Context: an optimization exercise on an open-source flow, tuned for small area, a short achievable clock period and few clock cycles. The choices shown serve that exercise and are no tape-out recipe. RTL that was checked went through simulation tests only; none was proved equivalent to the original. No activity file was given, so power comes from the tool's default toggle rates.

// esbf
module esbf (
    input  wire       clk,
    input  wire       rst,         
    input  wire       in_valid,
    output wire       in_ready,
    input  wire [7:0] in_data,
    input  wire       in_last,
    output wire       out_valid,
    input  wire       out_ready,
    output wire [7:0] out_data,
    output wire       out_last
);
==> flow/config.mk <==
export PLATFORM = sky130hd
export DESIGN_NAME = esbf
export DESIGN_NICKNAME = esbf
export VERILOG_FILES = /design/flow/design.v
export SDC_FILE = /design/flow/constraint.sdc
export NUM_CORES = 4
export LEC_CHECK = 0
export CAP_MARGIN = 20
export CORE_MARGIN = 2
export CORE_UTILIZATION = 30
export PLACE_DENSITY = 0.45
export SLEW_MARGIN = 20
==> flow/constraint.sdc <==
create_clock -name core_clock -period 9.0 [get_ports {clk}]
set_input_delay 1.8000 -clock core_clock [delete_from_list [all_inputs] [get_ports {clk}]]
set_output_delay 1.8000 -clock core_clock [all_outputs]
set_load 0.01 [all_outputs]
run.sh (not shown) runs the stock make flow with config.mk's settings and CLKGATE_MAP_FILE= SYNTH_SCRIPT=/design/flow/synth_recipe.tcl, a recipe that flattens the netlist after the stock synthesis.
Edit:
==> flow/flow/run.sh (new file) <==
#!/bin/bash
set -euo pipefail
bash standard.sh SETUP_SLACK_MARGIN=6.3 "BUFFER_PORTS_ARGS=-buffer_cell sky130_fd_sc_hd__buf_4" finish > standard.log 2>&1
==> flow/standard.sh (new file) <==
#!/bin/bash
# synth_recipe.tcl (not shown) runs the flow's synth.tcl, then flattens the netlist and writes it again
# the make line also repeats each setting of config.mk as NAME=value (left out here)
make -C /OpenROAD-flow-scripts/flow DESIGN_CONFIG=/design/flow/config.mk WORK_HOME=/design/flow/orfs CLKGATE_MAP_FILE= SYNTH_SCRIPT=/design/flow/synth_recipe.tcl "${@:-finish}"
Settings changed: CORE_UTILIZATION 30 to 50, PLACE_DENSITY 0.45 to 0.6.
removed: flow/run.sh
Outcome:
- setup slack gains 0.87 ns
- utilization goes up by 25 points
- global-route usage goes up by 9.1 points
Function was not checked in any run of this note: the RTL went through the layout flow alone.


## job 3641
esbf, a different RTL version from the one above (not shown whole).
Size in the first run: roughly 1700 cells after synthesis, ~24 I/O pins.
Settings: LEC_CHECK=0, CAP_MARGIN=20, CORE_MARGIN=2, CORE_UTILIZATION=65, CTS_BUF_LIST=sky130_fd_sc_hd__clkbuf_16, CTS_CLUSTER_DIAMETER=80, CTS_CLUSTER_SIZE=30, PLACE_DENSITY=0.75, SLEW_MARGIN=20; clock period 9.0 ns.
standard.sh (not shown) runs the stock make flow with config.mk's settings and CLKGATE_MAP_FILE= SYNTH_SCRIPT=/design/flow/synth_recipe.tcl, a recipe that flattens the netlist after the stock synthesis.
==> flow/flow/run.sh <==
#!/bin/bash
set -euo pipefail
bash standard.sh SETUP_SLACK_MARGIN=5.85 "BUFFER_PORTS_ARGS=-buffer_cell sky130_fd_sc_hd__buf_4" finish > standard.log 2>&1
Both conditions hold for job 3641: the flow ran to the end and the final layout passed the timing, DRC and antenna checks.
Testbench counts of job 3641, summed over its fixed seeds: cycles 20,585.
Changes in job 9883 relative to job 3641:
- PLACE_DENSITY now 0.6, was 0.75
- CORE_UTILIZATION now 50, was 65
==> flow/flow/run.sh <==
#!/bin/bash
set -euo pipefail
bash standard.sh SETUP_SLACK_MARGIN=6.3 "BUFFER_PORTS_ARGS=-buffer_cell sky130_fd_sc_hd__buf_4" finish > standard.log 2>&1
### Flow results
Diff job 9883 and job 3641: critical path depth lower in job 9883. There was hardly any difference in number of buffers inserted by hold repair at cts between job 9883 and job 3641. Changes observed in job 9883 relative to job 3641: number of cells on the worst reg-to-reg path saw an increase, setup slack of the critical path after layout picked up an extra 0.12 ns, via count up about 2.8%. Against job 3641, number of buffers outside the clock class in the layout in job 9883 rose by more than 100%.
Edits applied to the flow inputs when going from job 9883 to job 7327:
- CTS_CLUSTER_DIAMETER: 80 -> 50
- CTS_CLUSTER_SIZE: 30 -> 18
- CTS_BUF_LIST: sky130_fd_sc_hd__clkbuf_16 -> sky130_fd_sc_hd__clkbuf_8
==> flow/flow/run.sh <==
#!/bin/bash
set -euo pipefail
bash standard.sh SETUP_SLACK_MARGIN=6.1 "BUFFER_PORTS_ARGS=-buffer_cell sky130_fd_sc_hd__buf_4" finish > standard.log 2>&1
### Flow results
Every run in the comparison, job 9883 and job 7327, completed the flow with a clean layout. Final area in job 7327 is 4.9% lower than in job 9883. Taking job 9883 as the reference, in job 7327 maximum number of pins on one net before global-route repair dropped 13%; sequential portion of the cell area climbed 2.4 points; number of cells traversed by the worst register-to-register path dropped 3. Compared with job 9883, job 7327 shows area of combinational cells with multiple inputs lower by about 6.4%. The final worst hold slack of job 7327 and that of job 9883 are within noise of each other.
--- input diff job 7327..job 7814 ---
- CORE_UTILIZATION: 50 -> 75
- CTS_CLUSTER_DIAMETER: 50 -> 80
- PLACE_DENSITY: 0.6 -> 0.83
- CTS_CLUSTER_SIZE: 18 -> 30
- CTS_BUF_LIST: sky130_fd_sc_hd__clkbuf_8 -> sky130_fd_sc_hd__clkbuf_16
## What came out
Against job 7327, job 7814 comes in 0.062 ns higher on worst setup slack. [job 7814] count of standard-cell rows fell 13 relative to job 7327. Job 7814 ends up with a later-pin clock latency in the skew report that is 0.09 ns lower than in job 7327.
--- input diff job 7814..job 121 ---
- changing CTS_CLUSTER_DIAMETER from 80 to 50
- changing CORE_UTILIZATION from 75 to 50
- changing CTS_CLUSTER_SIZE from 30 to 18
- changing CTS_BUF_LIST from sky130_fd_sc_hd__clkbuf_16 to sky130_fd_sc_hd__clkbuf_8
- changing PLACE_DENSITY from 0.83 to 0.6
==> flow/flow/run.sh <==
#!/bin/bash
set -euo pipefail
bash standard.sh SETUP_SLACK_MARGIN=5.9 "BUFFER_PORTS_ARGS=-buffer_cell sky130_fd_sc_hd__buf_4" finish > standard.log 2>&1
Between job 7814 and job 121, the flow reports die boundary height increasing by more than 10%.
Going from job 7814 to job 121, internal power component +2.0%, share of total power in sequential cells fell 1.5 points, data arrival time of the critical path increased by 0.08 ns relative to the old numbers.
Count of plain and timing-repair buffers in the layout (higher): job 7814
Per the comparison of job 121 with job 7814, post-route clock period utilization shows an increase of 0.88 points; core utilization shows a reduction of 29 points.
Lower global-route track usage on met2 goes to job 121 over job 7814.
Job 121 vs job 7814: placed instance count up in job 121
Of job 7814 and job 121, job 7814 shows the lower clock share of power, with job 121 above it.
Changes in job 8011 relative to job 121:
- swapping 18 for 30 in CTS_CLUSTER_SIZE
- swapping 50 for 80 in CTS_CLUSTER_DIAMETER
- swapping sky130_fd_sc_hd__clkbuf_8 for sky130_fd_sc_hd__clkbuf_16 in CTS_BUF_LIST
Findings:
Power per unit of standard cell area (lower): job 121
In the reports for job 8011 and job 121, the smaller wire length of the first global-routing pass belongs to job 8011.
When job 8011 is set beside job 121, its hold slack turns out to be 0.0033 ns smaller.
Job 8011 vs job 121 — final critical delay including setup and external delays dropped 0.012 ns.
Diff job 121..job 8011 | data-path buffer share of cell area in the final layout | negligible
Against job 121, job 8011 comes in 0.44 points lower on global-route usage.
Summary of the comparison: clock power is higher in job 8011, relative to job 121.
For job 121, the last element of the critical path was out_data[5], unlike job 8011, where it was plen_a[4].
In the tables for job 8011 and job 121, clock latency of the later-clocked register in the worst-skew pair reads higher with job 121.


Starting RTL as in the previous note.
export LEC_CHECK = 0
export CAP_MARGIN = 20
export CORE_MARGIN = 2
export CORE_UTILIZATION = 50
export CTS_BUF_LIST = sky130_fd_sc_hd__clkbuf_8
export CTS_CLUSTER_DIAMETER = 50
export CTS_CLUSTER_SIZE = 18
export PLACE_DENSITY = 0.6
export SLEW_MARGIN = 20
create_clock -name core_clock -period 9.0 [get_ports {clk}]
==> flow/flow/run.sh <==
#!/bin/bash
set -euo pipefail
bash standard.sh SETUP_SLACK_MARGIN=6.3 "BUFFER_PORTS_ARGS=-buffer_cell sky130_fd_sc_hd__buf_4" finish > standard.log 2>&1
The first run finished clean.
Testbench counts at the start, summed over its fixed seeds: cycles 20,585.
Next try:
==> flow/flow/run.sh (replaced) <==
#!/bin/bash
set -euo pipefail
bash standard.sh SETUP_SLACK_MARGIN=6.1 "BUFFER_PORTS_ARGS=-buffer_cell sky130_fd_sc_hd__buf_4" finish > standard.log 2>&1
- CELL_PAD_IN_SITES_DETAIL_PLACEMENT: unset -> 0
- CELL_PAD_IN_SITES_GLOBAL_PLACEMENT: unset -> 0
- CORE_UTILIZATION: 50 -> 65
- CTS_BUF_LIST: sky130_fd_sc_hd__clkbuf_8 -> sky130_fd_sc_hd__clkbuf_16
- CTS_CLUSTER_DIAMETER: 50 -> 80
- CTS_CLUSTER_SIZE: 18 -> 30
- PLACE_DENSITY: 0.6 -> 0.75
After rerunning: Global-route usage climbs by 5.4 points; final cell count drops by 9.2%; via count drops by 3.3%; wire length drops by 8.2%; non-clock buffer count drops by 85; setup slack is better by 0.068 ns; sequential cell count stays the same; first-iteration DRC count climbs by 34%; final area drops by 8.8%.
Next try:
- CELL_PAD_IN_SITES_DETAIL_PLACEMENT: 0 -> unset
- CELL_PAD_IN_SITES_GLOBAL_PLACEMENT: 0 -> unset
Effect:
- setup slack is unchanged
- final area is unchanged
- count of clock-buffer cells in the layout stays the same
- sequential share of layout area stays the same
- non-clock buffer count does not change
- synthesized area does not change
Next try:
- TNS_END_PERCENT: unset -> 100
The new run ran to the end with no violations.
Cell area is unchanged.
Clock power stays flat.
Wire length does not change.
Next try:
- CORE_UTILIZATION: 65 -> 82
- PLACE_DENSITY: 0.75 -> 0.8999999999999999
- TNS_END_PERCENT: 100 -> unset
The new run never finished: it broke off in 5_1_grt, error GRT-0232.
Synthesized cell count is unchanged.
Area after synthesis is unchanged.
Next try:
- CORE_UTILIZATION: 82 -> 70
- PLACE_DENSITY: 0.8999999999999999 -> 0.78
With this change the flow passed the timing, DRC and antenna checks.
Synthesized area is unchanged.
Synthesized cell count does not change.


esbf again, from the RTL that the note above started with.
Settings: LEC_CHECK=0, CAP_MARGIN=20, CORE_MARGIN=2, CORE_UTILIZATION=65, CTS_BUF_LIST=sky130_fd_sc_hd__clkbuf_16, CTS_CLUSTER_DIAMETER=60, CTS_CLUSTER_SIZE=24, PLACE_DENSITY=0.75, SLEW_MARGIN=20; clock period 9.0 ns.
==> flow/flow/run.sh <==
#!/bin/bash
set -euo pipefail
bash standard.sh SETUP_SLACK_MARGIN=6.1 "BUFFER_PORTS_ARGS=-buffer_cell sky130_fd_sc_hd__buf_4" finish > standard.log 2>&1
The baseline completed with no timing, DRC or antenna violations.
Testbench counts at the start, summed over its fixed seeds: cycles 20,585.
Edit:
==> flow/flow/run.sh (replaced) <==
#!/bin/bash
set -euo pipefail
bash standard.sh SETUP_SLACK_MARGIN=6.0 "BUFFER_PORTS_ARGS=-buffer_cell sky130_fd_sc_hd__buf_4" finish > standard.log 2>&1
--- a/flow/config.mk
+++ b/flow/config.mk
@@ -12,2 +12,2 @@
-export CTS_CLUSTER_DIAMETER = 60
-export CTS_CLUSTER_SIZE = 24
+export CTS_CLUSTER_DIAMETER = 80
+export CTS_CLUSTER_SIZE = 30
Flip-flop and latch count does not change.
Sequential share of layout area grows by 1.6 points.
Synthesized cell count stays the same.

-- what the ideal ports hide --
The results above use ideal ports. As a check the final layouts listed here were re-extracted and re-timed, cells and wires unchanged.
Step 1, drivers: a clkbuf_16 drives clk and a buf_2 each remaining input, both assumed.
Step 2, shift: input delay + t, output delay - t, t = (earliest + latest rising clock arrival at the registers) / 2. This alone moves slack from input paths to output paths.
Three values: ideal ports, drivers, drivers and shift; two values: the first two.
| run | t (ns) | setup WS [ns] | worst hold slack (ns) | clock arrival spread, ns | worst register clock-pin slew, ns |
|---|---|---|---|---|---|
| the first run of note 1 | 0.647 | 5.245 / 5.288 / 4.640 | 0.315 / 0.315 / 0.315 | 0.018 / 0.017 | 0.06 / 0.06 |
| the second run of note 1 | 0.625 | 6.118 / 6.065 / 5.791 | 0.321 / 0.321 / 0.321 | 0.022 / 0.023 | 0.07 / 0.07 |
| job 3641 | 0.594 | 5.918 / 5.918 / 5.442 | 0.324 / 0.324 / 0.324 | 0.041 / 0.040 | 0.12 / 0.12 |
| job 9883 | 0.639 | 6.040 / 5.986 / 5.759 | 0.318 / 0.318 / 0.318 | 0.022 / 0.022 | 0.11 / 0.11 |
| job 7327 | 0.690 | 5.970 / 5.919 / 5.559 | 0.316 / 0.316 / 0.316 | 0.039 / 0.039 | 0.12 / 0.12 |
| job 7814 | 0.613 | 6.032 / 5.981 / 5.574 | 0.328 / 0.328 / 0.328 | 0.024 / 0.024 | 0.12 / 0.12 |
| job 121 | 0.688 | 5.954 / 5.901 / 5.391 | 0.323 / 0.323 / 0.323 | 0.043 / 0.043 | 0.11 / 0.11 |
| job 8011 | 0.639 | 5.966 / 5.966 / 5.353 | 0.320 / 0.320 / 0.320 | 0.026 / 0.026 | 0.11 / 0.11 |
| the first run of note 3 | 0.684 | 6.015 / 5.962 / 5.721 | 0.320 / 0.320 / 0.320 | 0.028 / 0.028 | 0.11 / 0.11 |
| the second run of note 3 | 0.593 | 6.083 / 6.028 / 5.631 | 0.328 / 0.328 / 0.328 | 0.021 / 0.020 | 0.11 / 0.11 |
| the third run of note 3 | 0.593 | 6.083 / 6.028 / 5.631 | 0.328 / 0.328 / 0.328 | 0.021 / 0.020 | 0.11 / 0.11 |
| the fourth run of note 3 | 0.593 | 6.083 / 6.028 / 5.631 | 0.328 / 0.328 / 0.328 | 0.021 / 0.020 | 0.11 / 0.11 |
| the sixth run of note 3 | 0.592 | 6.076 / 6.038 / 5.545 | 0.327 / 0.327 / 0.327 | 0.020 / 0.020 | 0.11 / 0.11 |
| the first run of note 4 | 0.623 | 6.055 / 6.001 / 5.564 | 0.326 / 0.326 / 0.326 | 0.031 / 0.030 | 0.09 / 0.09 |
| the second run of note 4 | 0.601 | 6.056 / 6.005 / 5.640 | 0.316 / 0.316 / 0.316 | 0.036 / 0.035 | 0.12 / 0.12 |
After both steps every run listed still meets setup and hold. For job 8011, which loses most, drivers alone change the setup slack by 0.000 ns; drivers and shift together by -0.613 ns.
